From an optimization exercise on the open Yosys and OpenROAD flow, aimed at small area; shortcuts taken in it are not production practice. Function was checked by simulation only, so behaviour that the tests miss may differ from the original. Power is estimated from default activity; no workload was simulated.

--- design/flow/constraint.sdc ---
create_clock -name core_clock -period 10.0 [get_ports {clk}]
set_input_delay 2.0000 -clock core_clock [delete_from_list [all_inputs] [get_ports {clk}]]
set_output_delay 2.0000 -clock core_clock [all_outputs]
set_load 0.01 [all_outputs]
--- design/flow/design.v ---
module nvj_frm (
    input  wire        clk,
    input  wire        rst,
    input  wire        cmd_valid,
    input  wire [7:0]  cmd_code,
    input  wire [16:0] cmd_arg,
    output wire        cmd_ready,
    output wire        tx_valid,
    output wire [7:0]  tx_data,
    input  wire        tx_ready,
    output wire        busy,
    output reg         err_code
);
    localparam [3:0] B0 = 4'b0000, B1 = 4'b0001, B2 = 4'b0010, B3 = 4'b0011,
                     B4 = 4'b1000, B5 = 4'b0100, B6 = 4'b0101, B7 = 4'b0110,
                     B8 = 4'b0111, B9 = 4'b1001, IDLE = 4'b1100;
    reg [3:0]  st;
    reg        c_rst;      
    reg        c_play;     
    reg [15:0] p;
    wire is_rst  = (cmd_code == 8'h0C);
    wire is_vol  = (cmd_code == 8'h06);
    wire is_play = (cmd_code == 8'h03);
    wire code_ok = is_rst | is_vol | is_play;
    wire f_busy = !(st[3] && st[2]);
    assign cmd_ready = !f_busy;
    assign tx_valid  = f_busy;
    assign busy      = f_busy;
    wire        neg   = cmd_arg[16];
    wire        zero  = (cmd_arg[15:0] == 16'd0);
    wire        big   = (cmd_arg[15:5] != 11'd0) || (cmd_arg[4:0] == 5'd31);
    reg  [15:0] param;
    always @(*) begin
        if (is_play)     param = (neg || zero) ? 16'd1 : cmd_arg[15:0];
        else if (is_vol) param = neg ? 16'd0 : big ? 16'd30 : {11'd0, cmd_arg[4:0]};
        else             param = 16'd0;
    end
    wire [7:0] code = {4'h0, c_rst, !c_play, !c_rst, c_play};
    wire       c_vol = !c_rst && !c_play;
    wire [7:0] a = {p[15:12], p[11] | c_rst, p[10], p[9] | c_vol, p[8] | !c_play};
    wire [8:0] uc;
    wire [7:0] u;
    assign uc[0] = 1'b1;
    genvar i;
    generate
        for (i = 0; i < 8; i = i + 1) begin : g_u
            assign u[i]    = a[i] ^ p[i] ^ uc[i];
            assign uc[i+1] = (a[i] & p[i]) | (uc[i] & (a[i] ^ p[i]));
        end
    endgenerate
    wire [9:0] c;
    wire [9:0] t;
    assign t[0] = u[0];
    assign t[1] = ~u[1];
    assign t[2] = ~(u[2] ^ u[1]);
    assign c[3] = u[2] | u[1];
    generate
        for (i = 3; i < 8; i = i + 1) begin : g_t
            assign t[i]   = u[i] ^ c[i];
            assign c[i+1] = u[i] & c[i];
        end
    endgenerate
    assign t[8] = ~(uc[8] ^ c[8]);
    assign t[9] = uc[8] | c[8];
    wire [7:0] ch = {6'b111111, ~t[9:8]};
    wire [7:0] cl = ~t[7:0];
    wire i3 = st[3], i2 = st[2], i1 = st[1], i0 = st[0];
    wire blk_a = !i3 && !i2;         
    wire blk_v = !i3 &&  i2;         
    wire blk_x =  i3 && !i2;         
    wire s5 = blk_v && !i1 && !i0;
    wire s6 = blk_v && !i1 &&  i0;
    wire s7 = blk_v &&  i1 && !i0;
    wire s8 = blk_v &&  i1 &&  i0;
    wire s3 = blk_a &&  i1 &&  i0;
    wire s01 = blk_a && !i1;         
    wire s9 = blk_x && i0;           
    wire s2 = blk_a && i1 && !i0;    
    wire [7:0] cst;
    assign cst[7] = (s01 && i0) || s9;
    assign cst[6] = s01 || s9;
    assign cst[5] = s01 || s9;
    assign cst[4] = s01;
    assign cst[3] = s01 || s9 || (s3 && c_rst);
    assign cst[2] = s01 || s9 || s2 || (s3 && !c_play);
    assign cst[1] = s01 || s9 || s2 || (s3 && !c_rst);
    assign cst[0] = (s01 && i0) || s9 || (s3 && c_play);
    assign tx_data = cst | ({8{s5}} & p[15:8]) | ({8{s6}} & p[7:0]) |
                     ({8{s7}} & ch) | ({8{s8}} & cl);
    wire [3:0] nxt = i3        ? {i0, 1'b1, 1'b0, 1'b0} :
                     (i1 & i0) ? {1'b1, 1'b0, 1'b0, i2} :
                                 {1'b0, i2, i1 ^ i0, !i0};
    always @(posedge clk) begin
        if (!f_busy) begin
            p      <= param;
            c_rst  <= is_rst;
            c_play <= is_play;
        end
    end
    always @(posedge clk) begin
        if (rst) begin
            st       <= IDLE;
            err_code <= 1'b0;
        end else if (f_busy) begin
            if (tx_ready) st <= nxt;
        end else if (cmd_valid) begin
            if (code_ok) st       <= B0;
            else         err_code <= 1'b1;
        end
    end
endmodule
module nvj_tpd #(
    parameter ID_MAX_BYTES = 10,
    parameter IDW          = 8 * ID_MAX_BYTES
) (
    input  wire           clk,
    input  wire           rst,
    input  wire           smp_valid,
    input  wire           smp_present,
    input  wire [3:0]     smp_len,
    input  wire [IDW-1:0] smp_id,
    output wire           ev_valid,
    output wire           ev_kind,
    output wire [3:0]     ev_len,
    output wire [IDW-1:0] ev_id,
    output wire           present,
    output reg            err_len
);
    reg           d_present;
    reg           d_ev;
    reg [3:0]     d_len;
    reg [IDW-1:0] d_id;
    wire len_ok = (smp_len != 4'd0) && (smp_len <= ID_MAX_BYTES);
    wire [3:0] l = d_len;
    wire [ID_MAX_BYTES-1:0] below;
    assign below[0] = 1'b1;
    assign below[1] = l[3] | l[2] | l[1];
    assign below[2] = l[3] | l[2] | (l[1] & l[0]);
    assign below[3] = l[3] | l[2];
    assign below[4] = l[3] | (l[2] & (l[1] | l[0]));
    assign below[5] = l[3] | (l[2] & l[1]);
    assign below[6] = l[3] | (l[2] & l[1] & l[0]);
    assign below[7] = l[3];
    assign below[8] = l[3] & (l[1] | l[0]);
    assign below[9] = l[3] & l[1];
    reg diff;
    integer k;
    always @(*) begin
        diff = (d_len != smp_len);
        for (k = 0; k < ID_MAX_BYTES; k = k + 1)
            if (below[k] && d_id[8*k +: 8] != smp_id[8*k +: 8]) diff = 1'b1;
    end
    wire load = smp_valid && smp_present && len_ok;
    always @(posedge clk) begin
        if (load) begin
            d_len <= smp_len;
            d_id  <= smp_id;
        end
    end
    always @(posedge clk) begin
        if (rst) begin
            d_present <= 1'b0;
            d_ev      <= 1'b0;
            err_len   <= 1'b0;
        end else begin
            d_ev <= smp_valid && (smp_present ? (len_ok && (!d_present || diff)) : d_present);
            if (smp_valid) begin
                if (!smp_present)  d_present <= 1'b0;
                else if (len_ok)   d_present <= 1'b1;
                else               err_len   <= 1'b1;
            end
        end
    end
    assign present  = d_present;
    assign ev_valid = d_ev;
    assign ev_kind  = d_ev && !d_present;
    assign ev_len   = d_ev ? d_len : 4'd0;
    genvar b;
    generate
        for (b = 0; b < ID_MAX_BYTES; b = b + 1) begin : g_out
            wire en = d_ev && below[b];
            assign ev_id[8*b +: 8] = en ? d_id[8*b +: 8] : 8'h00;
        end
    endgenerate
endmodule
module nvj_fd (
    input  wire        clk,
    input  wire        rst,
    input  wire        cmd_valid,
    input  wire [7:0]  cmd_code,
    input  wire [16:0] cmd_arg,
    output wire        cmd_ready,
    output wire        tx_valid,
    output wire [7:0]  tx_data,
    input  wire        tx_ready,
    input  wire        smp_valid,
    input  wire        smp_present,
    input  wire [3:0]  smp_len,
    input  wire [79:0] smp_id,
    output wire        ev_valid,
    output wire        ev_kind,
    output wire [3:0]  ev_len,
    output wire [79:0] ev_id,
    output wire [3:0]  status
);
    wire f_busy, err_code, d_present, err_len;
    nvj_frm u_frm (
        .clk(clk), .rst(rst),
        .cmd_valid(cmd_valid), .cmd_code(cmd_code), .cmd_arg(cmd_arg),
        .cmd_ready(cmd_ready),
        .tx_valid(tx_valid), .tx_data(tx_data), .tx_ready(tx_ready),
        .busy(f_busy), .err_code(err_code)
    );
    nvj_tpd #(.ID_MAX_BYTES(10)) u_tpd (
        .clk(clk), .rst(rst),
        .smp_valid(smp_valid), .smp_present(smp_present),
        .smp_len(smp_len), .smp_id(smp_id),
        .ev_valid(ev_valid), .ev_kind(ev_kind), .ev_len(ev_len), .ev_id(ev_id),
        .present(d_present), .err_len(err_len)
    );
    assign status = {d_present, f_busy, err_len, err_code};
endmodule
--- design/flow/flow/run.sh ---
#!/bin/bash
set -euo pipefail
bash standard.sh \
  "BUFFER_PORTS_ARGS=-buffer_cell sky130_fd_sc_hd__buf_1" \
  "CTS_ARGS=-repair_clock_nets -dont_use_dummy_load -buf_list {sky130_fd_sc_hd__clkbuf_8} -distance_between_buffers 500 -branching_point_buffers_distance 500" \
  finish > standard.log 2>&1
--- design/flow/standard.sh ---
#!/bin/bash
# synth_recipe.tcl (not shown) runs the flow's synth.tcl, then flattens the netlist and writes it again
# the make line also repeats each setting of config.mk as NAME=value (left out here)
make -C /OpenROAD-flow-scripts/flow DESIGN_CONFIG=/design/flow/config.mk WORK_HOME=/design/flow/orfs CLKGATE_MAP_FILE= SYNTH_SCRIPT=/design/flow/synth_recipe.tcl "${@:-finish}"
--- design/flow/config.mk ---
export PLATFORM = sky130hd
export DESIGN_NAME = nvj_fd
export DESIGN_NICKNAME = nvj_fd
export VERILOG_FILES = /design/flow/design.v
export SDC_FILE = /design/flow/constraint.sdc
export NUM_CORES = 4
export LEC_CHECK = 0
export CAP_MARGIN = 20
export CORE_MARGIN = 2
export CORE_UTILIZATION = 40
export PLACE_DENSITY = 0.6
export SLEW_MARGIN = 20
==> results.toml, run 1 <==
[worst_setup_path]
path_cells = "nor2b_1 -> ha_1 -> inv_1 -> fa_1 -> inv_1 -> fa_1 -> inv_1 -> fa_1 -> inv_1 -> fa_1 -> inv_1 -> fa_1 -> inv_1 -> fa_1 -> inv_1 -> fa_1 -> ha_1 -> inv_1 -> ha_1 -> mux2_1 -> a22o_1 -> a22oi_1 -> o22ai_1 -> buf_1"
required_ns = 8.00
arrival_ns = 5.20
endpoint_kind = "output pin"
crit_type = "flip-flop to output pin"
path_buf_inv = 9
r2r_setup_slack_ns = 7.76
r2r-end = "u_tpd.d_ev"
crit_start = "u_frm.c_play"
slowest_stage = "edfxtp_1"
cp_max_fo = 4
r2r_start = "u_tpd.d_len[0]"
setup.worst_path.start_class = "flip-flop"
cp_common_cell = "inv_1"
critical_path.top_delay_family = "adder cells"
slowest_delay_ns = 0.44
r2r_cells = 6

[place]
post-place-ws_ns = 3.124
place_area_um2 = 6983
dp.cells = 895
numPortBuffers = 214
gp_congestion = 0.8418
hpwl_mm = 11.60

[final_layout]
diodes = 0
fillCellCount = 1431
syn_to_final_growth_pct = 17.80
drive_above_1_share_pct = 3.194
final_cell_mix = "buf_1 (214), edfxtp_1 (102), and2_1 (79), xnor2_1 (57), xor2_1 (27)"
nets = 853
finalNonFillerCells = 904
final_util_pct = 48.57
fin_area_um2 = 7113
final_common_cell = "buf_1"

[logic_synthesis]
synth_edf_count = 102
avgSynthCellArea_um2 = 11.72
synthTopCellsByArea = "edfxtp_1 (51%), xnor2_1 (8.3%), and2_1 (8.2%)"
async_flop_share_pct = 0
synth_flop_cell = "edfxtp_1"
ys_warn_count = 2
ys_seq_area_share_pct = 53.38
synth.distinct_cells = 56
syn_inst = 515
synth_top_area_share_pct = 50.73
synth_seq_cells = 110
yosys.area.top_type = "edfxtp_1"
syn_nets = 646
syn_area_um2 = 6038

[timing]
rsz0062_at_grt = "no"
slew_viol_final = 0
hold_slack_ns = 0.4912
fin_ws_ns = 2.802
setup_violations = 0
slew_headroom_pct = 46.26
fin_crit_sh_pct = 71.98
fmax_mhz = 138.9
tightestPinTransition_ns = 0.8052
period_needed_ns = 7.198
hold_viol = 0
finalClockSkew_ns = 0.02641
finalSetupTns_ns = 0

[cts]
cts_root_buf = "clkbuf_8"
cts_hold_buffers = 0
cts_sinks = 110
postCtsSetupRepairBufs = 0
tritoncts = "done"
numCtsBuffers = 9
htreeDepth = 3
clk_latency_ns = 0.37
cts_resized = 0
clockBufferDepth = 2
path_clk_slew_ns = 0.10

[floorplan]
dieWidth_um = 126.9
core_area_um2 = 14640
die_area_um2 = 16090
rows = 44
start_util_pct = 41.23
io_pins = 215
fp.dieH_um = 126.9

[run]
drv_cap = 0

[drt]
drt_iter0_drc = 161
firstDrtPassIters = 4
drc_errors = 0
met1_length_mm = 6.751
route.met2.wl_mm = 6.823
topRoutingLayerUsed = "met4"
wl_per_cell_um = 16.36
avgViaCountPerCell = 5.022
wl_mm = 14.79
antenna_left = 0
num_vias = 4540
met3WireLength_um = 834

[worst_hold_path]
hold_path_end = "u_tpd.err_len"
hp-class = "flip-flop to flip-flop"
hp-start = "u_tpd.err_len"
whs_path_depth = 2

[grt]
grt_pass1_vias = 4531
grt_max_degree = 61
antenna_found_initial = 0
overflow = 0
grtUsageTotal_pct = 18.36
grt_pass1_wl_mm = 23.12

[power_and_ir_drop]
seq_power_share_pct = 59.0
p_leak_nw = 2.460
pwr-share-comb_pct = 19.0
swShare_pct = 27.68
p_switching_uw = 271.2
pwr-share-clk_pct = 22.0
cellPowerDensity_nw_per_um2 = 137.7
p_int_uw = 708.6
power_uw = 979.8
ir_worst_vdd_uv = 67.57

[run_status]
outcome = "timing/DRC/antenna clean"
==> worst min-delay path, cell delays in order (launching register included) <==
cell and delay (ns):
dfxtp_1 0.35, a31oi_1 0.04, nor2_1 0.07
==> power by group through the flow <==
stage          registers [mW]  clock network, mW  logic [mW]
2_1_floorplan           0.575                  0       0.130
3_3_place_gp            0.586                  0       0.184
3_5_place_dp            0.588                  0       0.188
4_1_cts                 0.578              0.227       0.190
5_1_grt                 0.584              0.240       0.216
6_report                0.578              0.216       0.186
==> worst max-delay path by stage <==
stage                            end  slack (ns)  depth (start not counted)
after global routing      tx_data[0]        2.43                         24
final                     tx_data[0]        2.80                         24
after global placement    tx_data[0]        3.22                         24
after floorplan           tx_data[0]        3.55                         23
after detailed placement  tx_data[0]        3.12                         24
after CTS                 tx_data[0]        2.72                         24
==> cell families after synthesis <==
kind of cell,synth area share [%]
simple gates,18.05
flops,53.38
xor+xnor,12.45
compound gates,7.232
buf+inv,3.481
fa+ha+maj,4.186
mux,1.223
==> synthesized netlist by cell type (2+ instances only) <==
master / n
o21ai_1: 2
edfxtp_1: 102
a21o_1: 5
o21a_1: 2
and2_1: 79
nand3b_1: 2
xor2_1: 27
fa_1: 7
mux2_2: 2
xnor2_1: 57
mux2i_1: 4
o22ai_1: 5
nand2b_1: 3
o21ai_0: 13
inv_1: 26
nand3_1: 6
a31oi_1: 9
nor2_1: 14
buf_6: 2
nor3_1: 3
nand4_1: 14
nor4_1: 11
buf_4: 4
a21oi_1: 15
dfxtp_1: 8
nor2b_1: 16
nand2_1: 16
ha_1: 9
clkbuf_1: 13
and3_1: 11
o31ai_1: 3
==> area by class of cell <==
cell class | count | area, um2 | area share [%]
Sequential cell | 110 | 3223 | 45.31
Multi-Input combinational cell | 358 | 2616 | 36.78
Inverter | 27 | 101.3 | 1.425
Clock buffer | 9 | 123.9 | 1.741
Timing Repair Buffer | 216 | 818.3 | 11.50
Tap cell | 184 | 230.2 | 3.237
==> state kept, by name (all words and copies together), names as in the netlist <==
register,cells
u_tpd.d_len,4
u_tpd.d_present,1
u_frm.c_rst,1
u_tpd.d_id,80
u_frm.st,4
u_tpd.err_len,1
u_frm.c_play,1
u_tpd.d_ev,1
u_frm.p,16
u_frm.err_code,1
==> layer usage <==
| metal | track usage, % | up-vias |
|---|---|---|
| li1 | - | 2218 |
| met1 | 24.03 | 2145 |
| met3 | 3.880 | 24 |
| met2 | 29.66 | 153 |
| met5 | 0 | - |
| met4 | 7.822 | 0 |
==> run 2: changes to the inputs <==
==> design/flow/flow/run.sh (replaced) <==
#!/bin/bash
set -euo pipefail
bash standard.sh \
  "BUFFER_PORTS_ARGS=-buffer_cell sky130_fd_sc_hd__buf_1" \
  "CTS_ARGS=-sink_clustering_enable -repair_clock_nets -dont_use_dummy_load -buf_list {sky130_fd_sc_hd__clkbuf_8} -sink_clustering_size 40 -sink_clustering_max_diameter 200 -sink_clustering_levels 1" \
  finish > standard.log 2>&1
==> run 2 against run 1 <==
Count of clock-buffer cells in the layout unchanged. First-iteration DRC count unchanged. Die area did not move. Synthesized cell count did not move. Final area is the same. Global-route usage unchanged. Largest cell class unchanged. Power did not move. Synthesized area unchanged.
==> results.toml, run 2 <==
[worst_hold_path]
hp-class = "flip-flop to flip-flop"
hp-start = "u_tpd.err_len"
whs_path_depth = 2
hold_path_end = "u_tpd.err_len"

[final_layout]
largest_register_ffs = 80
diodes = 0
final_common_cell = "buf_1"
syn_to_final_growth_pct = 17.80
regMostFlops = "u_tpd.d_id"
final_cell_mix = "buf_1 (214), edfxtp_1 (102), and2_1 (79), xnor2_1 (57), xor2_1 (27)"
top_regs = "u_tpd.d_id x80, u_frm.p x16"
fillCellCount = 1431
drive_above_1_share_pct = 3.194
nets = 853

[drt]
avgViaCountPerCell = 5.022
firstDrtPassIters = 4
drt_iter0_drc = 161
num_vias = 4540
wl_mm = 14.79
wl_per_cell_um = 16.36
drc_errors = 0
antenna_left = 0

[worst_setup_path]
slowest_delay_ns = 0.44
r2r-end = "u_tpd.d_ev"
r2r_setup_slack_ns = 7.76
setup.worst_path.start_class = "flip-flop"
arrival_ns = 5.20
crit_type = "flip-flop to output pin"
r2r_start = "u_tpd.d_len[0]"
path_cells = "nor2b_1 -> ha_1 -> inv_1 -> fa_1 -> inv_1 -> fa_1 -> inv_1 -> fa_1 -> inv_1 -> fa_1 -> inv_1 -> fa_1 -> inv_1 -> fa_1 -> inv_1 -> fa_1 -> ha_1 -> inv_1 -> ha_1 -> mux2_1 -> a22o_1 -> a22oi_1 -> o22ai_1 -> buf_1"
slowest_stage = "edfxtp_1"
endpoint_kind = "output pin"
cp_common_cell = "inv_1"
crit_start = "u_frm.c_play"
critical_path.top_delay_family = "adder cells"
cp_max_fo = 4
r2r_cells = 6
path_buf_inv = 9
required_ns = 8.00

[cts]
cts_sinks = 110
numCtsBuffers = 9
cts_hold_buffers = 0
htreeDepth = 3
postCtsSetupRepairBufs = 0
clk_latency_ns = 0.37
path_clk_slew_ns = 0.10
cts_root_buf = "clkbuf_8"
tritoncts = "done"
cts_resized = 0
clockBufferDepth = 2

[place]
numPortBuffers = 214
post-place-ws_ns = 3.124
gp_congestion = 0.8418
hpwl_mm = 11.60

[logic_synthesis]
synth_top_family_by_area = "simple AND/OR/NAND/NOR gates"
ys_seq_area_share_pct = 53.38
synth_compound_area_share_pct = 7.232
syn_inst = 515
muxShareOfSynthArea_pct = 1.223
synth_flop_cell = "edfxtp_1"
async_flop_share_pct = 0
synth_fa_ha_area_share_pct = 4.186
ys_warn_count = 2
syn_nets = 646
synthSimpleGateAreaFrac_pct = 18.05
yosysMostFrequentCell = "edfxtp_1"
syn_area_um2 = 6038
synth_edf_count = 102
synthTopCellsByArea = "edfxtp_1 (51%), xnor2_1 (8.3%), and2_1 (8.2%)"
yosys.area.top_type = "edfxtp_1"
avgSynthCellArea_um2 = 11.72
synth.top_cells.by_count = "edfxtp_1 (102), and2_1 (79), xnor2_1 (57)"
synth.distinct_cells = 56
synth_seq_cells = 110
synth_top_area_share_pct = 50.73
synthXorXnorAreaFrac_pct = 12.45

[grt]
grtUsageTotal_pct = 18.36
overflow = 0
grt_max_degree = 61
grt_pass1_wl_mm = 23.12
grt_pass1_vias = 4531
antenna_found_initial = 0

[timing]
rsz0062_at_grt = "no"
fin_ws_ns = 2.802
finalSetupTns_ns = 0
fin_crit_sh_pct = 71.98
hold_viol = 0
fmax_mhz = 138.9
tightestPinTransition_ns = 0.8052
setup_violations = 0
slew_headroom_pct = 46.26
finalClockSkew_ns = 0.02641
slew_viol_final = 0
period_needed_ns = 7.198

[run_status]
outcome = "timing/DRC/antenna clean"

[floorplan]
core_area_um2 = 14640
die_area_um2 = 16090
dieWidth_um = 126.9
fp.dieH_um = 126.9
rows = 44
io_pins = 215
start_util_pct = 41.23

[power_and_ir_drop]
cellPowerDensity_nw_per_um2 = 137.7
p_leak_nw = 2.460
power_uw = 979.8
ir_worst_vdd_uv = 67.57

[run]
drv_cap = 0
## run 2: cell counts in the layout (fill, tap and decap cells not counted)
No cell type changed its count.
## run 2: cell families after synthesis
logic type,after synthesis
AOI/OAI and AO/OA,66
xor gates and xnor gates,85
adders and majority gates,16
buffers and inverters,47
DFF,110
muxes,7
and+or+nand+nor,184
## run 2: report_power, final
| part | leakage, nW | total, mW | internal, mW | switching (mW) |
|---|---|---|---|---|
| Sequential | 1.05 | 0.578 | 0.547 | 0.0310 |
| Clock | 0.0647 | 0.216 | 0.0813 | 0.134 |
| Combinational | 1.34 | 0.186 | 0.0803 | 0.106 |
## run 2: worst max path at each step
stage | endpoint | slack [ns] | cells after the start
2_1_floorplan | tx_data[0] | 3.55 | 23
3_3_place_gp | tx_data[0] | 3.22 | 24
3_5_place_dp | tx_data[0] | 3.12 | 24
4_1_cts | tx_data[0] | 2.72 | 24
5_1_grt | tx_data[0] | 2.43 | 24
6_report | tx_data[0] | 2.80 | 24
## run 2: area by class of cell
type | instances | area [um2] | share of cell area (%)
sequential | 110 | 3223 | 45.31
multi-input combinational | 358 | 2616 | 36.78
timing repair buffer | 216 | 818.3 | 11.50
tap | 184 | 230.2 | 3.237
clock buffer | 9 | 123.9 | 1.741
inverter | 27 | 101.3 | 1.425
## run 2: layer usage
metal | GRT usage (%) | share of wire [%]
met1 | 24.03 | 46
met2 | 29.66 | 46
met3 | 3.880 | 5.6
met4 | 7.822 | 2.6
met5 | 0 | 0
## run 2: worst reg2reg max path: cells and delay by family, from the launching register on
family | cells | cell delay, ns
AO/OA/AOI/OAI | 2 | 0.33
XOR/XNOR | 1 | 0.24
flip-flops | 1 | 0.59
AND/OR/NAND/NOR | 3 | 0.96
## run 2: metrics by stage
step | hold slack (ns) | utilization, % | cell area (um2) | instances
2_1_floorplan | 0.4380 | - | 6038 | 515
3_3_place_gp | 0.4536 | 47.68 | 6983 | 895
3_5_place_dp | 0.4589 | 47.68 | 6983 | 895
4_1_cts | 0.4943 | 48.53 | 7107 | 904
5_1_grt | 0.5291 | 48.57 | 7113 | 904
6_report | 0.4912 | 48.57 | 7113 | 904
==> run 3: changes to the inputs <==
==> design/flow/flow/run.sh (replaced) <==
#!/bin/bash
# Layout flow: the standard synthesis; an area re-mapping of its
# combinational logic (the registers, their names and cell types are kept;
# the result is used only if Yosys proves it equivalent to the standard
# netlist and it is smaller); then the standard ORFS layout with 1x port
# buffers and a clock tree without dummy loads.
# Each tool's output goes to a log of its own in this folder.
set -euo pipefail
HERE=$(pwd)
F=$HERE/flow
LIB=$FLOW_HOME/platforms/sky130hd/lib/sky130_fd_sc_hd__tt_025C_1v80.lib
R=$HERE/orfs/results/sky130hd/nvj_fd/base
YOSYS=$FLOW_HOME/../tools/install/yosys/bin/yosys
command -v yosys > /dev/null && YOSYS=$(command -v yosys)
KNOBS=(
  "BUFFER_PORTS_ARGS=-buffer_cell sky130_fd_sc_hd__buf_1"
  "CTS_ARGS=-sink_clustering_enable -repair_clock_nets -dont_use_dummy_load -buf_list {sky130_fd_sc_hd__clkbuf_8} -sink_clustering_size 50 -sink_clustering_max_diameter 100"
)

bash standard.sh "${KNOBS[@]}" synth > synth.log 2>&1

D=$HERE/resyn
mkdir -p $D
python3 $F/libfilt.py $LIB $D > libfilt.log 2>&1
cp $R/1_2_yosys.v $D/std.v

area() { awk '/Chip area/ {print $NF}' "$1"; }

# Area of the standard netlist.
cat > $D/std.ys <<EOF
read_liberty -lib $LIB
read_verilog $D/std.v
hierarchy -top nvj_fd
tee -o $D/std.stat stat -liberty $LIB
EOF
$YOSYS -s $D/std.ys > resyn_std.log 2>&1
best=$D/std.v
best_area=$(area $D/std.stat)

cur=$D/std.v
for i in 1 2; do
  cat > $D/r$i.ys <<EOF
read_liberty $D/comb.lib
read_liberty -lib -ignore_redef $LIB
read_verilog $cur
hierarchy -top nvj_fd
flatten
rename -hide w:_*_.*
opt_clean -purge
abc -liberty $D/small.lib -script $F/area.abc
setundef -zero
splitnets
opt_clean -purge
hilomap -singleton -hicell sky130_fd_sc_hd__conb_1 HI -locell sky130_fd_sc_hd__conb_1 LO
insbuf -buf sky130_fd_sc_hd__buf_1 A X
check -assert -mapped
tee -o $D/r$i.stat stat -liberty $LIB
write_verilog -noattr -nohex -nodec $D/r$i.v
EOF
  if ! $YOSYS -s $D/r$i.ys > resyn_r$i.log 2>&1; then break; fi
  # Prove the re-mapped netlist equivalent to the standard one.
  cat > $D/e$i.ys <<EOF
read_liberty -ignore_miss_func $LIB
read_verilog $D/std.v
rename nvj_fd gold
read_verilog $D/r$i.v
rename nvj_fd gate
hierarchy -check
flatten gold gate
opt_clean
equiv_make gold gate equiv
hierarchy -top equiv
equiv_simple -seq 2
equiv_induct -seq 2
equiv_status -assert
EOF
  if ! $YOSYS -s $D/e$i.ys > resyn_e$i.log 2>&1; then break; fi
  a=$(area $D/r$i.stat)
  if awk -v a="$a" -v b="$best_area" 'BEGIN { exit !(a < b) }'; then
    best=$D/r$i.v
    best_area=$a
  fi
  cur=$D/r$i.v
done
echo "netlist: $best ($best_area um2)" > resyn.log

if [ "$best" != "$D/std.v" ]; then
  cp $best $R/1_2_yosys.v
  touch $R/1_2_yosys.v
fi

bash standard.sh "${KNOBS[@]}" finish > finish.log 2>&1
==> design/flow/flow/area.abc (new file) <==
strash
&get -n
&st
&dch -f
&nf -a -R 1000
&put
==> design/flow/flow/libfilt.py (new file) <==
import re, sys
# usage: libfilt.py in.lib outdir
# Writes outdir/comb.lib (plain combinational logic cells, used as functional
# models) and outdir/small.lib (their smallest drive strengths, the cells
# the area re-mapping may use). Sequential, clock, delay, tap and
# low-power cells are left out.
src = open(sys.argv[1]).read()
keep_re = re.compile(r'^sky130_fd_sc_hd__(a\d+[a-z0-9]*|o\d+[a-z0-9]*|and\d[a-z]*|or\d[a-z]*|nand\d[a-z]*|nor\d[a-z]*|xor\d|xnor\d|inv|buf|mux2i?|mux4|maj3|fa|ha)_\d+$')
m = re.search(r'\n\s*cell\s*\(', src)
head = src[:m.start()]
rx = re.compile(r'\n\s*cell\s*\(\s*"?([A-Za-z0-9_]+)"?\s*\)\s*\{')
cells = []
pos = m.start()
while True:
    m = rx.search(src, pos)
    if not m:
        break
    depth = 0
    j = m.end() - 1
    while True:
        c = src[j]
        if c == '{':
            depth += 1
        elif c == '}':
            depth -= 1
            if depth == 0:
                break
        j += 1
    block = src[m.start():j + 1]
    name = m.group(1)
    if keep_re.match(name) and not re.search(r'\b(ff|latch|statetable)\s*\(', block) \
            and 'dont_use : true' not in block:
        cells.append((name, block))
    pos = j + 1
def write(fn, keep):
    with open(fn, 'w') as f:
        f.write(head + ''.join(b for n, b in cells if keep(n)) + '\n}\n')
write(sys.argv[2] + '/comb.lib', lambda n: True)
write(sys.argv[2] + '/small.lib',
      lambda n: re.search(r'_(0|1)$', n) and not re.search(r'__(fa|ha)_', n))
print(len(cells), 'combinational cells')
==> run 3 against run 2 <==
Register-to-register slack about the same. Sequential share of layout area unchanged. Synthesized cell count unchanged. Die area unchanged. Still clean on timing, DRC and antenna. Sequential power about the same. Via count unchanged. Global-route usage unchanged. Clock power about the same.
==> results.toml, run 3 <==
[run_status]
outcome = "timing/DRC/antenna clean"

[logic_synthesis]
ys_warn_count = 2
avgSynthCellArea_um2 = 11.72
async_flop_share_pct = 0
syn_inst = 515
synth.top_cells.by_count = "edfxtp_1 (102), and2_1 (79), xnor2_1 (57)"
synth_flop_cell = "edfxtp_1"
synth_top_area_share_pct = 50.73
syn_nets = 646
yosysMostFrequentCell = "edfxtp_1"
synth.distinct_cells = 56
synthTopCellsByArea = "edfxtp_1 (51%), xnor2_1 (8.3%), and2_1 (8.2%)"
ys_seq_area_share_pct = 53.38
synth_seq_cells = 110
synth_edf_count = 102
yosys.area.top_type = "edfxtp_1"
syn_area_um2 = 6038

[timing]
fin_crit_sh_pct = 71.98
hold_viol = 0
rsz0062_at_grt = "no"
slew_headroom_pct = 46.26
period_needed_ns = 7.198
tightestPinTransition_ns = 0.8052
setup_violations = 0
finalClockSkew_ns = 0.02641
fmax_mhz = 138.9
fin_ws_ns = 2.802
slew_viol_final = 0
finalSetupTns_ns = 0

[final_layout]
nets = 853
diodes = 0
ff_latch_area_um2 = 3223
fillCellCount = 1431
multi_input_area_um2 = 2616
largest_register_ffs = 80
finalNonFillerCells = 904
syn_to_final_growth_pct = 17.80
final_common_cell = "buf_1"
final_cell_mix = "buf_1 (214), edfxtp_1 (102), and2_1 (79), xnor2_1 (57), xor2_1 (27)"
drive_above_1_share_pct = 3.194
regMostFlops = "u_tpd.d_id"
top_regs = "u_tpd.d_id x80, u_frm.p x16"

[drt]
antenna_left = 0
drt_iter0_drc = 161
avgViaCountPerCell = 5.022
drc_errors = 0
firstDrtPassIters = 4
num_vias = 4540
wl_per_cell_um = 16.36
wl_mm = 14.79

[power_and_ir_drop]
ir_worst_vdd_uv = 67.57
p_leak_nw = 2.460
cellPowerDensity_nw_per_um2 = 137.7
power_uw = 979.8

[cts]
path_clk_slew_ns = 0.10
numCtsBuffers = 9
htreeDepth = 3
cts_resized = 0
postCtsSetupRepairBufs = 0
clk_latency_ns = 0.37
tritoncts = "done"
clockBufferDepth = 2
cts_hold_buffers = 0
cts_sinks = 110
cts_root_buf = "clkbuf_8"

[worst_setup_path]
setup.worst_path.start_class = "flip-flop"
required_ns = 8.00
endpoint_kind = "output pin"
cp_common_cell = "inv_1"
path_buf_inv = 9
critical_path.top_delay_family = "adder cells"
arrival_ns = 5.20
crit_type = "flip-flop to output pin"
slowest_delay_ns = 0.44
slowest_stage = "edfxtp_1"
cp_max_fo = 4
path_cells = "nor2b_1 -> ha_1 -> inv_1 -> fa_1 -> inv_1 -> fa_1 -> inv_1 -> fa_1 -> inv_1 -> fa_1 -> inv_1 -> fa_1 -> inv_1 -> fa_1 -> inv_1 -> fa_1 -> ha_1 -> inv_1 -> ha_1 -> mux2_1 -> a22o_1 -> a22oi_1 -> o22ai_1 -> buf_1"

[grt]
grt_max_degree = 61
antenna_found_initial = 0
grtUsageTotal_pct = 18.36
grt_pass1_vias = 4531
grt_pass1_wl_mm = 23.12
overflow = 0

[place]
post-place-ws_ns = 3.124
numPortBuffers = 214
hpwl_mm = 11.60
dp.cells = 895
gp_congestion = 0.8418

[floorplan]
rows = 44
io_pins = 215
core_area_um2 = 14640
start_util_pct = 41.23
dieWidth_um = 126.9
die_area_um2 = 16090
fp.dieH_um = 126.9

[worst_hold_path]
hp-class = "flip-flop to flip-flop"

[run]
drv_cap = 0
==> run 3: per-stage QoR <==
| step | utilization, % | instance area [um2] | hold WS [ns] |
|---|---|---|---|
| floorplan | - | 6038 | 0.4380 |
| global placement | 47.68 | 6983 | 0.4536 |
| detailed placement | 47.68 | 6983 | 0.4589 |
| CTS | 48.53 | 7107 | 0.4943 |
| global route | 48.57 | 7113 | 0.5291 |
| finish | 48.57 | 7113 | 0.4912 |
==> run 3: cell families after synthesis <==
family | count (synthesis) | synth area share (%)
muxes | 7 | 1.223
buffers and inverters | 47 | 3.481
xor gates and xnor gates | 85 | 12.45
and+or+nand+nor | 184 | 18.05
AOI/OAI and AO/OA | 66 | 7.232
adders and majority gates | 16 | 4.186
DFF | 110 | 53.38
==> run 3: worst register-to-register path, stage by stage (launching register included) <==
cell and delay, ns:
edfxtp_1 0.59, xor2_1 0.24, nor4_1 0.28, nand4_1 0.14, or4_4 0.54, a2111oi_4 0.25
a21oi_2 0.08
==> run 3: routing by layer <==
| metal | track usage (%) | vias to the layer above | wire (um) |
|---|---|---|---|
| li1 | - | 2218 | - |
| met1 | 24.03 | 2145 | 6751 |
| met2 | 29.66 | 153 | 6823 |
| met3 | 3.880 | 24 | 834 |
| met4 | 7.822 | 0 | 379 |
| met5 | 0 | - | 0 |
==> run 3: path summary, 6_finish.rpt <==
kind             startpoint            end  slack, ns  cells after the start
max            u_frm.c_play     tx_data[0]       2.80                     24
min           u_tpd.err_len  u_tpd.err_len       0.49                      2
max reg2reg  u_tpd.d_len[0]     u_tpd.d_ev       7.76                      6
min reg2reg   u_tpd.err_len  u_tpd.err_len       0.49                      2
==> run 3: layout make-up <==
type	count	area share (%)
sequential	110	45.31
multi-input combinational	358	36.78
timing repair buffer	216	11.50
tap	184	3.237
clock buffer	9	1.741
inverter	27	1.425
==> run 3: report_power, final <==
part           switching [mW]  internal, mW
clock network           0.134        0.0813
registers              0.0310         0.547
logic                   0.106        0.0803
total                   0.271         0.709
==> run 4: changes to the inputs <==
--- a/design/flow/flow/run.sh
+++ b/design/flow/flow/run.sh
@@ -50,2 +50,3 @@
 abc -liberty $D/small.lib -script $F/area.abc
+read_liberty -lib -ignore_redef $LIB
 setundef -zero
==> run 4 against run 3 <==
First-iteration DRC count grew 120%. Critical path depth decreased by 9. Utilization about the same. Routed wire length decreased by 1.4%. Hold slack lost 0.0097 ns. Die area fell by 2.1%. Clock power hardly changed.
==> results.toml, run 4 <==
[power_and_ir_drop]
power_mw = 1.235
cellPowerDensity_nw_per_um2 = 175.8
p_int_uw = 818.3
pwr-share-clk_pct = 17.3
pwr-share-comb_pct = 30.1
p_leak_nw = 2.287
ir_worst_vdd_uv = 89.58
p_switching_uw = 416.7
swShare_pct = 33.74
seq_power_share_pct = 52.6

[cts]
cts_sinks = 110
clk_latency_ns = 0.38
cts_resized = 0
cts_hold_buffers = 0
numCtsBuffers = 9
cts_root_buf = "clkbuf_8"
htreeDepth = 3
postCtsSetupRepairBufs = 0
path_clk_slew_ns = 0.11
clockBufferDepth = 2
tritoncts = "done"

[drt]
drt_iter0_drc = 351
firstDrtPassIters = 5
num_vias = 4678
antenna_left = 0
wl_mm = 14.59
drc_errors = 0
wl_per_cell_um = 15.75
avgViaCountPerCell = 5.052

[grt]
grtUsageTotal_pct = 18.40
grt_max_degree = 85
antenna_found_initial = 0
overflow = 0
grt_pass1_wl_mm = 22.94
grt_pass1_vias = 4504

[run_status]
outcome = "timing/DRC/antenna clean"

[final_layout]
syn_to_final_growth_pct = 18.93
final_util_pct = 48.53
final_common_cell = "buf_1"
drive_above_1_share_pct = 1.482
largest_register_ffs = 80
nets = 859
diodes = 0
top_regs = "u_tpd.d_id x80, u_frm.p x16"
final_cell_mix = "buf_1 (214), edfxtp_1 (102), and2_0 (79), xor2_1 (47), xnor2_1 (47)"
regMostFlops = "u_tpd.d_id"

[logic_synthesis]
syn_inst = 536
ys_warn_count = 2
syn_area_um2 = 5908
syn_nets = 651
avgSynthCellArea_um2 = 11.02

[timing]
fin_crit_sh_pct = 68.50
period_needed_ns = 6.850
finalClockSkew_ns = 0.03489
setup_violations = 0
hold_viol = 0
rsz0062_at_grt = "no"
slew_headroom_pct = 42.17
finalSetupTns_ns = 0
tightestPinTransition_ns = 0.8608
slew_viol_final = 0
fmax_mhz = 146.0

[worst_setup_path]
required_ns = 8.00
crit_type = "flip-flop to output pin"
cp_max_fo = 4
endpoint_kind = "output pin"
slowest_delay_ns = 0.55
path_cells = "inv_1 -> or4_1 -> o21a_1 -> maj3_1 -> nor3_1 -> nor2_1 -> maj3_1 -> maj3_1 -> maj3_1 -> maj3_1 -> xnor2_1 -> a21oi_1 -> a2111oi_0 -> or3_1 -> buf_1"
slowest_stage = "or4_1"
critical_path.top_delay_family = "adder cells"
setup.worst_path.start_class = "flip-flop"
arrival_ns = 4.85
cp_common_cell = "maj3_1"
path_buf_inv = 2

[floorplan]
core_area_um2 = 14480
dieWidth_um = 125.5
io_pins = 215
rows = 44
die_area_um2 = 15760
start_util_pct = 40.81
fp.dieH_um = 125.5

[run]
drv_cap = 0

[place]
gp_congestion = 0.8124
hpwl_mm = 11.33
numPortBuffers = 214

[worst_hold_path]
hp-class = "flip-flop to flip-flop"
run 4: cell types whose count changed in the layout (fill, tap and decap cells not counted), moves of 7 or more:
cell     delta
inv_1       -9
xor2_1     +20
a21oi_1     +8
o21ai_0    +18
fa_1        -7
xnor2_1    -10
nor2_1      +9
ha_1        -9
and2_1     -79
nor3_1     +11
and2_0     +79
run 4: path summary, 6_finish.rpt:
path,startpoint,end,cells after the start,slack (ns)
worst max-delay path,u_frm.c_play,tx_data[0],15,3.15
worst min-delay path,u_tpd.err_len,u_tpd.err_len,2,0.48
worst max register to register,u_tpd.d_id[50],u_tpd.d_ev,7,7.87
worst min register to register,u_tpd.err_len,u_tpd.err_len,2,0.48
run 4: layout make-up:
type / instances / area (um2)
Timing Repair Buffer: 215 / 830.8
Clock buffer: 9 / 123.9
Fill cell: 1422 / 7452
Tap cell: 184 / 230.2
Inverter: 18 / 67.56
Sequential cell: 110 / 3223
Multi-Input combinational cell: 390 / 2551
run 4: worst reg2reg max path, stage by stage (launching register included):
cell and delay [ns]:
edfxtp_1 0.41, xor2_1 0.18, nor4_1 0.48, a21oi_1 0.14, nor3_1 0.23, nand4_1 0.11, a2111oi_0 0.35, a21oi_1 0.12
run 4: metal layers:
metal  global-route usage (%)  up-vias  share of wire, %
met1                    24.18     2185                44
met3                    4.750       16               6.3
li1                         -     2309                 -
met5                        0        -                 0
met4                    5.033        0               1.3
met2                    30.30      168                48
run 4: metrics by stage:
step	worst slack, ns	hold slack, ns	instance area [um2]	cells
after floorplan	3.876	0.4350	5908	536
final	3.150	0.4815	7027	926
after global routing	2.755	0.5465	7027	926
after CTS	3.098	0.4886	6999	925
after global placement	3.614	0.4572	6875	916
after detailed placement	3.530	0.4625	6875	916
run 4: power by group through the flow:
stage	Combinational, mW	Sequential [mW]	Clock [mW]
floorplan	0.296	0.627	0
global placement	0.366	0.655	0
detailed placement	0.372	0.660	0
CTS	0.373	0.649	0.226
global route	0.421	0.661	0.240
finish	0.372	0.650	0.213
==> run 5: changes to the inputs <==
--- a/design/flow/config.mk
+++ b/design/flow/config.mk
@@ -9,4 +9,4 @@
 export CORE_MARGIN = 2
-export CORE_UTILIZATION = 40
-export PLACE_DENSITY = 0.6
+export CORE_UTILIZATION = 65
+export PLACE_DENSITY = 0.75
 export SLEW_MARGIN = 20
==> run 5 against run 4 <==
Clock skew decreased by 0.0072 ns. Critical path depth unchanged. Sequential power barely moved. Register-to-register slack got worse by 0.06 ns. Hold slack improved by 0.025 ns. Largest cell class unchanged. Highest routed layer unchanged.
==> results.toml, run 5 <==
[logic_synthesis]
ys_warn_count = 2
syn_area_um2 = 5908
avgSynthCellArea_um2 = 11.02
syn_nets = 651
syn_inst = 536

[grt]
antenna_found_initial = 0
grt_pass1_wl_mm = 22.25
grt_pass1_vias = 4605
grtUsageTotal_pct = 28.46
overflow = 0
grt_max_degree = 85

[timing]
tightestPinTransition_ns = 0.9144
fin_ws_ns = 3.065
hold_viol = 0
slew_viol_final = 0
finalSetupTns_ns = 0
slew_headroom_pct = 38.57
rsz0062_at_grt = "no"
fin_crit_sh_pct = 69.35
fmax_mhz = 144.2
period_needed_ns = 6.935
setup_violations = 0
hold_slack_ns = 0.5068
finalClockSkew_ns = 0.02773

[cts]
tritoncts = "done"
cts_root_buf = "clkbuf_8"
cts_resized = 0
clk_latency_ns = 0.36
clockBufferDepth = 2
cts_hold_buffers = 0
htreeDepth = 3
numCtsBuffers = 9
postCtsSetupRepairBufs = 0
path_clk_slew_ns = 0.09
cts_sinks = 110

[floorplan]
rows = 34
core_area_um2 = 8763
io_pins = 215
die_area_um2 = 9868
dieWidth_um = 99.34
start_util_pct = 67.42
fp.dieH_um = 99.34

[worst_setup_path]
setup.worst_path.start_class = "flip-flop"
r2r_cells = 7
r2r-end = "u_tpd.d_ev"
endpoint_kind = "output pin"
arrival_ns = 4.94
crit_type = "flip-flop to output pin"
cp_max_fo = 4
r2r_start = "u_tpd.d_len[0]"
crit_start = "u_frm.c_play"
cp-endpoint = "tx_data[0]"
required_ns = 8.00
r2r_setup_slack_ns = 7.81

[place]
numPortBuffers = 214
hpwl_mm = 10.62
post-place-ws_ns = 3.468
place_area_um2 = 6780
gp_congestion = 0.9104

[final_layout]
regMostFlops = "u_tpd.d_id"
top_regs = "u_tpd.d_id x80, u_frm.p x16"
final_cell_mix = "buf_1 (214), edfxtp_1 (102), and2_0 (79), xor2_1 (47), xnor2_1 (47)"
syn_to_final_growth_pct = 17.20
fin_area_um2 = 6924
diodes = 0
drive_above_1_share_pct = 1.482
nets = 859
final_common_cell = "buf_1"
final_util_pct = 79.01
largest_register_ffs = 80

[drt]
antenna_left = 0
num_vias = 4782
drc_errors = 0
wl_per_cell_um = 16.46
drt_iter0_drc = 323
avgViaCountPerCell = 5.626
firstDrtPassIters = 5
wl_mm = 14.00

[power_and_ir_drop]
p_leak_nw = 2.283
ir_worst_vdd_uv = 125.1
cellPowerDensity_nw_per_um2 = 178.5

[worst_hold_path]
hp-class = "flip-flop to flip-flop"

[run]
drv_cap = 0

[run_status]
outcome = "timing/DRC/antenna clean"
[run 5: area by class of cell]
type                    count  area, um2
well taps                 108      135.1
flip-flops and latches    110       3223
multi-input cells         390       2551
repair buffers            215      823.3
clock buffers               9      123.9
fillers                   580       1839
inverters                  18      67.56
[run 5: worst min-delay path by stage]
stage / cells after the start / end / from / slack, ns
3_3_place_gp: 2 / u_tpd.err_len / u_tpd.err_len / 0.45
6_report: 2 / u_frm.err_code / u_frm.err_code / 0.51
4_1_cts: 2 / u_tpd.err_len / u_tpd.err_len / 0.51
2_1_floorplan: 2 / u_frm.err_code / u_frm.err_code / 0.43
5_1_grt: 2 / u_frm.err_code / u_frm.err_code / 0.53
3_5_place_dp: 2 / u_tpd.err_len / u_tpd.err_len / 0.49
[run 5: routing by layer]
metal	GRT usage, %	vias up	part of all wire [%]
met5	0	-	0
met1	37.63	2204	40
met4	8.957	0	1.8
met2	48.18	239	49
li1	-	2319	-
met3	5.200	20	8.9
[run 5: per-stage QoR]
step                total power, mW  std cells
detailed placement            1.032        840
floorplan                    0.9231        536
global route                  1.311        850
global placement              1.018        840
finish                        1.236        850
CTS                           1.234        849
[run 5: where the power goes]
part           switching (mW)  internal, mW
Clock                   0.127        0.0813
Sequential             0.0715         0.579
Combinational           0.220         0.158
Total                   0.418         0.818
[run 5: worst max-delay path, cell delays in order (launching register included)]
cell and delay [ns]:
edfxtp_1 0.39, inv_1 0.07, or4_1 0.54, o21a_1 0.17
maj3_1 0.39, nor3_1 0.24, nor2_1 0.14, maj3_1 0.41
maj3_1 0.42, maj3_1 0.41, maj3_1 0.40, xnor2_1 0.15
a21oi_1 0.09, a2111oi_0 0.46, or3_1 0.18, buf_1 0.14
==> run 6: changes to the inputs <==
--- a/design/flow/config.mk
+++ b/design/flow/config.mk
@@ -7,3 +7,3 @@
 export LEC_CHECK = 0
-export CAP_MARGIN = 20
+export CAP_MARGIN = 0
 export CORE_MARGIN = 2
@@ -11,2 +11,2 @@
 export PLACE_DENSITY = 0.75
-export SLEW_MARGIN = 20
+export SLEW_MARGIN = 0
==> run 6 against run 5 <==
Setup slack improved by 0.0074 ns. Non-clock buffer count decreased by 1. Sequential power about the same. Critical path type unchanged. Utilization is 0.23 points lower. Global-route usage unchanged. Flip-flop and latch count unchanged. Largest cell class unchanged. Count of clock-buffer cells in the layout did not move. Synthesized cell count stayed put. Combinational power barely moved. Sequential share of layout area is 0.13 points higher.
==> results.toml, run 6 <==
[final_layout]
final_cell_mix = "buf_1 (214), edfxtp_1 (102), and2_0 (79), xor2_1 (47), xnor2_1 (47)"
top_regs = "u_tpd.d_id x80, u_frm.p x16"
drive_above_1_share_pct = 1.350
diodes = 0
syn_to_final_growth_pct = 16.86
nets = 858
regMostFlops = "u_tpd.d_id"
final_common_cell = "buf_1"
finalNonFillerCells = 849
largest_register_ffs = 80

[timing]
setup_violations = 0
fin_crit_sh_pct = 69.28
hold_viol = 0
rsz0062_at_grt = "no"
fin_ws_ns = 3.072
period_needed_ns = 6.928
finalClockSkew_ns = 0.02919
finalSetupTns_ns = 0
tightestPinTransition_ns = 1.143
slew_headroom_pct = 23.81
hold_slack_ns = 0.5013
slew_viol_final = 0
fmax_mhz = 144.3

[cts]
cts_hold_buffers = 0
tritoncts = "done"
cts_root_buf = "clkbuf_8"
cts_resized = 0
numCtsBuffers = 9
postCtsSetupRepairBufs = 0
htreeDepth = 3
clockBufferDepth = 2
clk_latency_ns = 0.36
cts_sinks = 110
path_clk_slew_ns = 0.09

[place]
hpwl_mm = 10.62
post-place-ws_ns = 3.468
numPortBuffers = 214
dp.cells = 840
gp_congestion = 0.9104

[power_and_ir_drop]
ir_worst_vdd_uv = 125.3
p_leak_nw = 2.275
cellPowerDensity_nw_per_um2 = 179.1

[drt]
num_vias = 4778
wl_per_cell_um = 16.40
wl_mm = 13.92
drc_errors = 0
antenna_left = 0
avgViaCountPerCell = 5.628
drt_iter0_drc = 362
firstDrtPassIters = 6

[grt]
grtUsageTotal_pct = 28.46
antenna_found_initial = 0
grt_pass1_vias = 4605
overflow = 0
grt_max_degree = 85
grt_pass1_wl_mm = 22.25

[run]
drv_cap = 0

[worst_setup_path]
r2r-end = "u_tpd.d_ev"
cp_common_cell = "maj3_1"
r2r_start = "u_tpd.d_len[0]"
arrival_ns = 4.93
r2r_cells = 7
path_cells = "inv_1 -> or4_1 -> o21a_1 -> maj3_1 -> nor3_1 -> nor2_1 -> maj3_1 -> maj3_1 -> maj3_1 -> maj3_1 -> xnor2_1 -> a21oi_1 -> a2111oi_0 -> or3_1 -> buf_1"
required_ns = 8.00
slowest_delay_ns = 0.54
cp_max_fo = 4
slowest_stage = "or4_1"
crit_type = "flip-flop to output pin"
setup.worst_path.start_class = "flip-flop"
endpoint_kind = "output pin"
r2r_setup_slack_ns = 7.81

[worst_hold_path]
hp-class = "flip-flop to flip-flop"
whs_path_depth = 2
hp-start = "u_frm.err_code"
hold_path_end = "u_frm.err_code"

[floorplan]
io_pins = 215
start_util_pct = 67.42
dieWidth_um = 99.34
core_area_um2 = 8763
die_area_um2 = 9868
fp.dieH_um = 99.34
rows = 34

[logic_synthesis]
ys_warn_count = 2
syn_area_um2 = 5908
syn_nets = 651
syn_inst = 536
avgSynthCellArea_um2 = 11.02

[run_status]
outcome = "timing/DRC/antenna clean"
run 6: cell type report:
| class | count | area [um2] |
|---|---|---|
| Clock buffer | 9 | 123.9 |
| Fill cell | 583 | 1859 |
| Inverter | 18 | 67.56 |
| Multi-Input combinational cell | 390 | 2551 |
| Sequential cell | 110 | 3223 |
| Tap cell | 108 | 135.1 |
| Timing Repair Buffer | 214 | 803.3 |
run 6: where the power goes:
group	leakage [nW]	switching, mW	internal, mW	total [mW]
clock	0.0647	0.127	0.0813	0.209
combinational	1.18	0.219	0.157	0.376
sequential	1.03	0.0720	0.580	0.652
run 6: routing by layer:
| layer | routed length, um | vias to the layer above | global-route usage (%) | part of all wire, % |
|---|---|---|---|---|
| li1 | - | 2316 | - | - |
| met1 | 5705 | 2207 | 37.63 | 41 |
| met2 | 6762 | 231 | 48.18 | 49 |
| met3 | 1166 | 24 | 5.200 | 8.4 |
| met4 | 286 | 0 | 8.957 | 2.1 |
| met5 | 0 | - | 0 | 0 |
run 6: critical path: cells and delay by family (launching register included):
kind / cells / cell delay [ns]
flip-flops: 1 / 0.39
XOR/XNOR: 1 / 0.15
buffers and inverters: 2 / 0.21
AND/OR/NAND/NOR: 4 / 1.10
adder cells (fa/ha/maj): 5 / 2.03
AO/OA/AOI/OAI: 3 / 0.71
run 6: worst max-delay path by stage:
stage	slack, ns	from	to	cells after the start
after floorplan	3.88	u_frm.c_play	tx_data[0]	14
after global placement	3.62	u_frm.c_play	tx_data[0]	15
after detailed placement	3.47	u_frm.c_play	tx_data[0]	15
after CTS	3.08	u_frm.p[0]	tx_data[0]	14
after global routing	2.75	u_frm.p[0]	tx_data[0]	16
final	3.07	u_frm.c_play	tx_data[0]	15
run 6: stage by stage:
stage,total power [mW],cell area [um2],utilization (%)
6_report,1.237,6904,78.78
5_1_grt,1.311,6904,78.78
4_1_cts,1.234,6904,78.78
3_5_place_dp,1.032,6780,77.37
3_3_place_gp,1.018,6780,77.37
2_1_floorplan,0.9231,5908,-
==> run 7: changes to the inputs <==
--- a/design/flow/flow/run.sh
+++ b/design/flow/flow/run.sh
@@ -39,5 +39,7 @@
 
+for S in area area2 area3; do
 cur=$D/std.v
-for i in 1 2; do
-  cat > $D/r$i.ys <<EOF
+for i in 1 2 3; do
+  n=${S}_$i
+  cat > $D/$n.ys <<EOF
 read_liberty $D/comb.lib
@@ -49,3 +51,3 @@
 opt_clean -purge
-abc -liberty $D/small.lib -script $F/area.abc
+abc -liberty $D/small.lib -script $F/$S.abc
 read_liberty -lib -ignore_redef $LIB
@@ -57,8 +59,8 @@
 check -assert -mapped
-tee -o $D/r$i.stat stat -liberty $LIB
-write_verilog -noattr -nohex -nodec $D/r$i.v
+tee -o $D/$n.stat stat -liberty $LIB
+write_verilog -noattr -nohex -nodec $D/$n.v
 EOF
-  if ! $YOSYS -s $D/r$i.ys > resyn_r$i.log 2>&1; then break; fi
+  if ! $YOSYS -s $D/$n.ys > resyn_$n.log 2>&1; then break; fi
   # Prove the re-mapped netlist equivalent to the standard one.
-  cat > $D/e$i.ys <<EOF
+  cat > $D/e_$n.ys <<EOF
 read_liberty -ignore_miss_func $LIB
@@ -66,3 +68,3 @@
 rename nvj_fd gold
-read_verilog $D/r$i.v
+read_verilog $D/$n.v
 rename nvj_fd gate
@@ -77,9 +79,10 @@
 EOF
-  if ! $YOSYS -s $D/e$i.ys > resyn_e$i.log 2>&1; then break; fi
-  a=$(area $D/r$i.stat)
+  if ! $YOSYS -s $D/e_$n.ys > resyn_e_$n.log 2>&1; then break; fi
+  a=$(area $D/$n.stat)
   if awk -v a="$a" -v b="$best_area" 'BEGIN { exit !(a < b) }'; then
-    best=$D/r$i.v
+    best=$D/$n.v
     best_area=$a
   fi
-  cur=$D/r$i.v
+  cur=$D/$n.v
+done
 done
==> design/flow/flow/area2.abc (new file) <==
strash
drwsat
&get -n
&st
&dch -f
&nf -a -R 1000
&put
==> design/flow/flow/area3.abc (new file) <==
&get -n; &st; &dch; &nf -R 1000; &put; topo; dnsize
--- a/design/flow/flow/libfilt.py
+++ b/design/flow/flow/libfilt.py
@@ -7,3 +7,3 @@
 src = open(sys.argv[1]).read()
-keep_re = re.compile(r'^sky130_fd_sc_hd__(a\d+[a-z0-9]*|o\d+[a-z0-9]*|and\d[a-z]*|or\d[a-z]*|nand\d[a-z]*|nor\d[a-z]*|xor\d|xnor\d|inv|buf|mux2i?|mux4|maj3|fa|ha)_\d+$')
+keep_re = re.compile(r'^sky130_fd_sc_hd__(a\d+[a-z0-9]*|o\d+[a-z0-9]*|and\d[a-z]*|or\d[a-z]*|nand\d[a-z]*|nor\d[a-z]*|xor\d|xnor\d|inv|buf|clkbuf|clkinv|mux2i?|mux4|maj3|fa|ha)_\d+$')
 m = re.search(r'\n\s*cell\s*\(', src)
==> run 7 against run 6 <==
Largest cell class unchanged. Final area is 1.4% higher. Global-route usage down 1.6 points. Utilization is 1.9 points lower. Sequential power down 11%. Via count decreased by 4.2%. Cell count decreased by 2.4%. Clock skew down 0.0036 ns. Fmax is 3.7% lower. Register-to-register slack got worse by 0.06 ns.
==> results.toml, run 7 <==
[final_layout]
regMostFlops = "u_tpd.d_id"
drive_above_1_share_pct = 2.786
final_common_cell = "buf_1"
diodes = 0
top_regs = "u_tpd.d_id x80, u_frm.p x16"
syn_to_final_growth_pct = 15.93
final_cell_mix = "buf_1 (214), edfxtp_1 (102), and2_1 (79), xnor2_1 (57), xor2_1 (27)"
fillCellCount = 659
largest_register_ffs = 80
nets = 851

[floorplan]
start_util_pct = 66.29
core_area_um2 = 9109
io_pins = 215
fp.dieH_um = 100.4
dieWidth_um = 100.4
die_area_um2 = 10080
rows = 35

[drt]
wl_per_cell_um = 16.44
avgViaCountPerCell = 5.519
drc_errors = 0
wl_mm = 13.63
drt_iter0_drc = 241
num_vias = 4575
antenna_left = 0
firstDrtPassIters = 5

[run]
drv_cap = 0

[run_status]
outcome = "timing/DRC/antenna clean"

[worst_setup_path]
path_buf_inv = 9
cp_common_cell = "inv_1"
path_cells = "nor2b_1 -> ha_1 -> inv_1 -> fa_1 -> inv_1 -> fa_1 -> inv_1 -> fa_1 -> inv_1 -> fa_1 -> inv_1 -> fa_1 -> inv_1 -> fa_1 -> inv_1 -> fa_1 -> ha_1 -> inv_1 -> ha_1 -> mux2_1 -> a22o_1 -> a22oi_1 -> o22ai_1 -> buf_1"
setup.worst_path.start_class = "flip-flop"
arrival_ns = 5.19
slowest_stage = "edfxtp_1"
cp_max_fo = 4
crit_start = "u_frm.c_play"
crit_type = "flip-flop to output pin"
r2r_start = "u_tpd.d_len[0]"
critical_path.top_delay_family = "adder cells"
slowest_delay_ns = 0.43
required_ns = 8.00
endpoint_kind = "output pin"

[logic_synthesis]
ys_warn_count = 2
synthTopCellsByArea = "edfxtp_1 (51%), xnor2_1 (8.3%), and2_1 (8.2%)"
synth_edf_count = 102
syn_nets = 646
synth.distinct_cells = 56
avgSynthCellArea_um2 = 11.72
ys_seq_area_share_pct = 53.38
synth_seq_cells = 110
yosys.area.top_type = "edfxtp_1"
syn_area_um2 = 6038
synth_top_area_share_pct = 50.73
synth_flop_cell = "edfxtp_1"
yosysMostFrequentCell = "edfxtp_1"
syn_inst = 515
synth.top_cells.by_count = "edfxtp_1 (102), and2_1 (79), xnor2_1 (57)"
async_flop_share_pct = 0

[timing]
period_needed_ns = 7.194
fin_crit_sh_pct = 71.94
slew_viol_final = 0
rsz0062_at_grt = "no"
fin_ws_ns = 2.806
finalClockSkew_ns = 0.02563
setup_violations = 0
finalSetupTns_ns = 0
fmax_mhz = 139.0
hold_viol = 0
slew_headroom_pct = 21.91
tightestPinTransition_ns = 1.161

[cts]
cts_sinks = 110
tritoncts = "done"
clockBufferDepth = 2
cts_root_buf = "clkbuf_8"
postCtsSetupRepairBufs = 0
numCtsBuffers = 9
htreeDepth = 3
clk_latency_ns = 0.37
path_clk_slew_ns = 0.10
cts_hold_buffers = 0
cts_resized = 0

[grt]
overflow = 0
grt-busiest-layer = "met2"
grtUsageTotal_pct = 26.89
grt_pass1_vias = 4316
use_met3_pct = 6.825
grt_max_degree = 85
antenna_found_initial = 0
use_met1_pct = 35.15
grt_pass1_wl_mm = 21.01
grtUsageMet2_pct = 44.40

[power_and_ir_drop]
swShare_pct = 27.39
pwr-share-comb_pct = 18.8
cellPowerDensity_nw_per_um2 = 139.4
pwr-share-clk_pct = 21.9
p_leak_nw = 2.450
p_switching_uw = 267.2
p_int_uw = 708.5
ir_worst_vdd_uv = 79.58
seq_power_share_pct = 59.4

[worst_hold_path]
hp-class = "flip-flop to flip-flop"
hp-start = "u_frm.err_code"

[place]
gp_congestion = 0.8599
post-place-ws_ns = 3.181
hpwl_mm = 10.49
numPortBuffers = 214
## run 7: final timing paths
path / endpoint / slack [ns] / cells past startpoint
max: tx_data[0] / 2.81 / 24
min: u_frm.err_code / 0.49 / 2
max reg2reg: u_tpd.d_ev / 7.75 / 6
min reg2reg: u_frm.err_code / 0.49 / 2
## run 7: worst register-to-register path, delay by kind of cell, from the launching register on
family           cells  cell delay [ns]
AND/OR/NAND/NOR      3             1.05
flip-flops           1             0.57
AO/OA/AOI/OAI        2             0.30
XOR/XNOR             1             0.23
## run 7: layout make-up
cell class / instances / area (um2) / share of cell area [%]
Sequential cell: 110 / 3223 / 46.04
Inverter: 27 / 101.3 / 1.448
Timing Repair Buffer: 214 / 803.3 / 11.47
Clock buffer: 9 / 123.9 / 1.769
Multi-Input combinational cell: 358 / 2610 / 37.28
Tap cell: 111 / 138.9 / 1.984
## run 7: cell families (layout without fill, tap and decap cells)
| kind of cell | after synthesis | after routing | synth area share, % |
|---|---|---|---|
| buffers and inverters | 47 | 250 | 3.481 |
| xor gates and xnor gates | 85 | 85 | 12.45 |
| muxes | 7 | 7 | 1.223 |
| DFF | 110 | 110 | 53.38 |
| and+or+nand+nor | 184 | 184 | 18.05 |
| AOI/OAI and AO/OA | 66 | 66 | 7.232 |
| adders and majority gates | 16 | 16 | 4.186 |
## run 7: layer usage
layer / vias to the layer above / routed length [um]
met5: - / 0
met4: 0 / 246
met3: 20 / 1218
met2: 203 / 6545
met1: 2128 / 5618
li1: 2224 / -
## run 7: stage by stage
| stage | util (%) | cell area, um2 | hold slack [ns] | total power, mW | instances |
|---|---|---|---|---|---|
| finish | 76.85 | 7000 | 0.4931 | 0.9757 | 829 |
| global route | 76.85 | 7000 | 0.5109 | 1.025 | 829 |
| CTS | 76.85 | 7000 | 0.4916 | 0.9776 | 829 |
| detailed placement | 75.49 | 6877 | 0.4678 | 0.7710 | 820 |
| global placement | 75.49 | 6877 | 0.4498 | 0.7608 | 820 |
| floorplan | - | 6038 | 0.4380 | 0.7053 | 515 |
## run 7: power by group through the flow
| stage | Sequential (mW) | Clock, mW | Combinational, mW |
|---|---|---|---|
| 5_1_grt | 0.584 | 0.229 | 0.212 |
| 6_report | 0.579 | 0.213 | 0.183 |
| 2_1_floorplan | 0.575 | 0 | 0.130 |
| 3_5_place_dp | 0.589 | 0 | 0.182 |
| 3_3_place_gp | 0.586 | 0 | 0.174 |
| 4_1_cts | 0.579 | 0.214 | 0.185 |
==> run 8: changes to the inputs <==
--- a/design/flow/flow/run.sh
+++ b/design/flow/flow/run.sh
@@ -72,2 +72,3 @@
 flatten gold gate
+rename -hide w:_*
 opt_clean
==> run 8 against run 7 <==
Final area is 2.3% lower. Combinational power hardly changed. Sequential power is 1% higher. Clock power hardly changed. Global-route usage is 1.7 points higher. First-iteration DRC count is 17% higher. Utilization is 1.9 points higher. Sequential share of layout area is 1.1 points higher. Critical path type unchanged. Critical path depth is 8 lower. Die area is 4.0% lower. Largest power group unchanged. Via count is 3.8% higher. Clock skew is 0.0064 ns lower.
==> results.toml, run 8 <==
[logic_synthesis]
avgSynthCellArea_um2 = 11.39
syn_nets = 623
syn_area_um2 = 5786
ys_warn_count = 2
syn_inst = 508

[worst_setup_path]
endpoint_kind = "output pin"
r2r_setup_slack_ns = 7.73
crit_type = "flip-flop to output pin"
slowest_stage = "maj3_1"
crit_start = "u_frm.c_rst"
r2r_cells = 8
r2r_start = "u_tpd.d_len[3]"
setup.worst_path.start_class = "flip-flop"
r2r-end = "u_tpd.d_ev"
slowest_delay_ns = 0.44
path_buf_inv = 1
arrival_ns = 4.53
cp_max_fo = 4
cp_common_cell = "maj3_1"
critical_path.top_delay_family = "adder cells"
path_cells = "nor2_1 -> o21ai_0 -> a21oi_1 -> maj3_1 -> nor2_1 -> a21oi_1 -> maj3_1 -> maj3_1 -> maj3_1 -> maj3_1 -> o21bai_1 -> a21oi_1 -> o211ai_1 -> a21oi_1 -> a211o_1 -> buf_1"
required_ns = 8.00

[timing]
period_needed_ns = 6.530
tightestPinTransition_ns = 1.138
slew_headroom_pct = 24.15
fmax_mhz = 153.1
rsz0062_at_grt = "no"
hold_slack_ns = 0.5263
hold_viol = 0
finalClockSkew_ns = 0.01919
setup_violations = 0
slew_viol_final = 0
finalSetupTns_ns = 0
fin_crit_sh_pct = 65.30

[final_layout]
top_regs = "u_tpd.d_id x80, u_frm.p x16"
syn_to_final_growth_pct = 18.19
largest_register_ffs = 80
nets = 844
final_common_cell = "buf_1"
regMostFlops = "u_tpd.d_id"
diodes = 0
final_cell_mix = "buf_1 (214), edfxtp_1 (102), and2_0 (71), xnor2_1 (51), xor2_1 (41)"
drive_above_1_share_pct = 1.376

[drt]
wl_mm = 13.73
firstDrtPassIters = 5
avgViaCountPerCell = 5.689
drc_errors = 0
num_vias = 4750
wl_per_cell_um = 16.44
drt_iter0_drc = 283
antenna_left = 0

[floorplan]
core_area_um2 = 8678
io_pins = 215
start_util_pct = 66.67
fp.dieH_um = 98.35
die_area_um2 = 9672
dieWidth_um = 98.35
rows = 34

[worst_hold_path]
whs_path_depth = 2
hp-class = "flip-flop to flip-flop"
hp-start = "u_tpd.err_len"
hold_path_end = "u_tpd.err_len"

[cts]
cts_hold_buffers = 0
postCtsSetupRepairBufs = 0
path_clk_slew_ns = 0.07
cts_resized = 0
cts_root_buf = "clkbuf_8"
clockBufferDepth = 2
clk_latency_ns = 0.36
htreeDepth = 3
numCtsBuffers = 9
tritoncts = "done"
cts_sinks = 110

[run_status]
outcome = "timing/DRC/antenna clean"

[power_and_ir_drop]
ir_worst_vdd_uv = 104.6
p_leak_nw = 2.267
cellPowerDensity_nw_per_um2 = 143.3

[grt]
antenna_found_initial = 0
grtUsageTotal_pct = 28.57
grt_pass1_vias = 4787
grt_max_degree = 85
overflow = 0
grt_pass1_wl_mm = 22.21

[run]
drv_cap = 0

[place]
gp_congestion = 0.8676
numPortBuffers = 214
hpwl_mm = 10.55
==> run 8: changes by cell type in the layout (fill, tap and decap cells not counted), moves of 5 or more <==
cell     change
nor3_1      +14
maj3_1       +5
nor2_1      +19
inv_1       -26
and2_1      -79
xor2_1      +14
nand2_1      +7
and3_1       +7
xnor2_1      -6
fa_1         -7
ha_1         -9
and2_0      +71
==> run 8: worst max path at each step <==
stage | end | cells after the start
floorplan | tx_data[0] | 15
global placement | tx_data[0] | 16
detailed placement | tx_data[0] | 16
CTS | tx_data[0] | 16
global route | tx_data[0] | 16
finish | tx_data[0] | 16
==> run 8: report_power, final <==
group	internal (mW)	leakage [nW]	total, mW	switching [mW]
clock network	0.0813	0.0647	0.210	0.128
logic	0.0787	1.15	0.185	0.106
registers	0.548	1.05	0.586	0.0379
==> run 8: layer usage <==
| metal | global-route usage, % | up-vias | wire length [um] | part of all wire, % |
|---|---|---|---|---|
| met3 | 4.939 | 26 | 1099 | 8.0 |
| met1 | 35.90 | 2201 | 5342 | 39 |
| met2 | 49.82 | 241 | 6932 | 51 |
| met5 | 0 | - | 0 | 0 |
| met4 | 10.43 | 0 | 352 | 2.6 |
| li1 | - | 2282 | - | - |
==> run 8: layout make-up <==
class | count | area, um2
inverters | 5 | 18.77
multi-input cells | 389 | 2534
well taps | 108 | 135.1
fillers | 596 | 1841
repair buffers | 214 | 803.3
flip-flops and latches | 110 | 3223
clock buffers | 9 | 123.9
==> run 8: worst reg2reg max path: stages, from the launching register on <==
cell	delay, ns
edfxtp_1	0.66
nor3_1	0.43
a21oi_1	0.08
nor4_1	0.35
nand4_1	0.17
o21ai_0	0.11
nand3_1	0.10
nor3_1	0.16
nor4_1	0.06
==> run 8: metrics by stage <==
| stage | worst slack [ns] | power [mW] | cell area (um2) | cells | util [%] |
|---|---|---|---|---|---|
| after floorplan | 4.327 | 0.7105 | 5786 | 508 | - |
| after global placement | 4.039 | 0.7674 | 6714 | 826 | 77.36 |
| after detailed placement | 3.944 | 0.7774 | 6714 | 826 | 77.36 |
| after CTS | 3.508 | 0.9815 | 6838 | 835 | 78.79 |
| after global routing | 3.139 | 1.028 | 6838 | 835 | 78.79 |
| final | 3.470 | 0.9801 | 6838 | 835 | 78.79 |

Re-timed with assumed drivers on the ports (clkbuf_16 on the clock, buf_2 on other inputs), run 8 has 3.439 ns of setup slack against 3.470 ns with ideal ports, and 3.814 ns once port delays also move by the mid clock arrival of 0.376 ns.
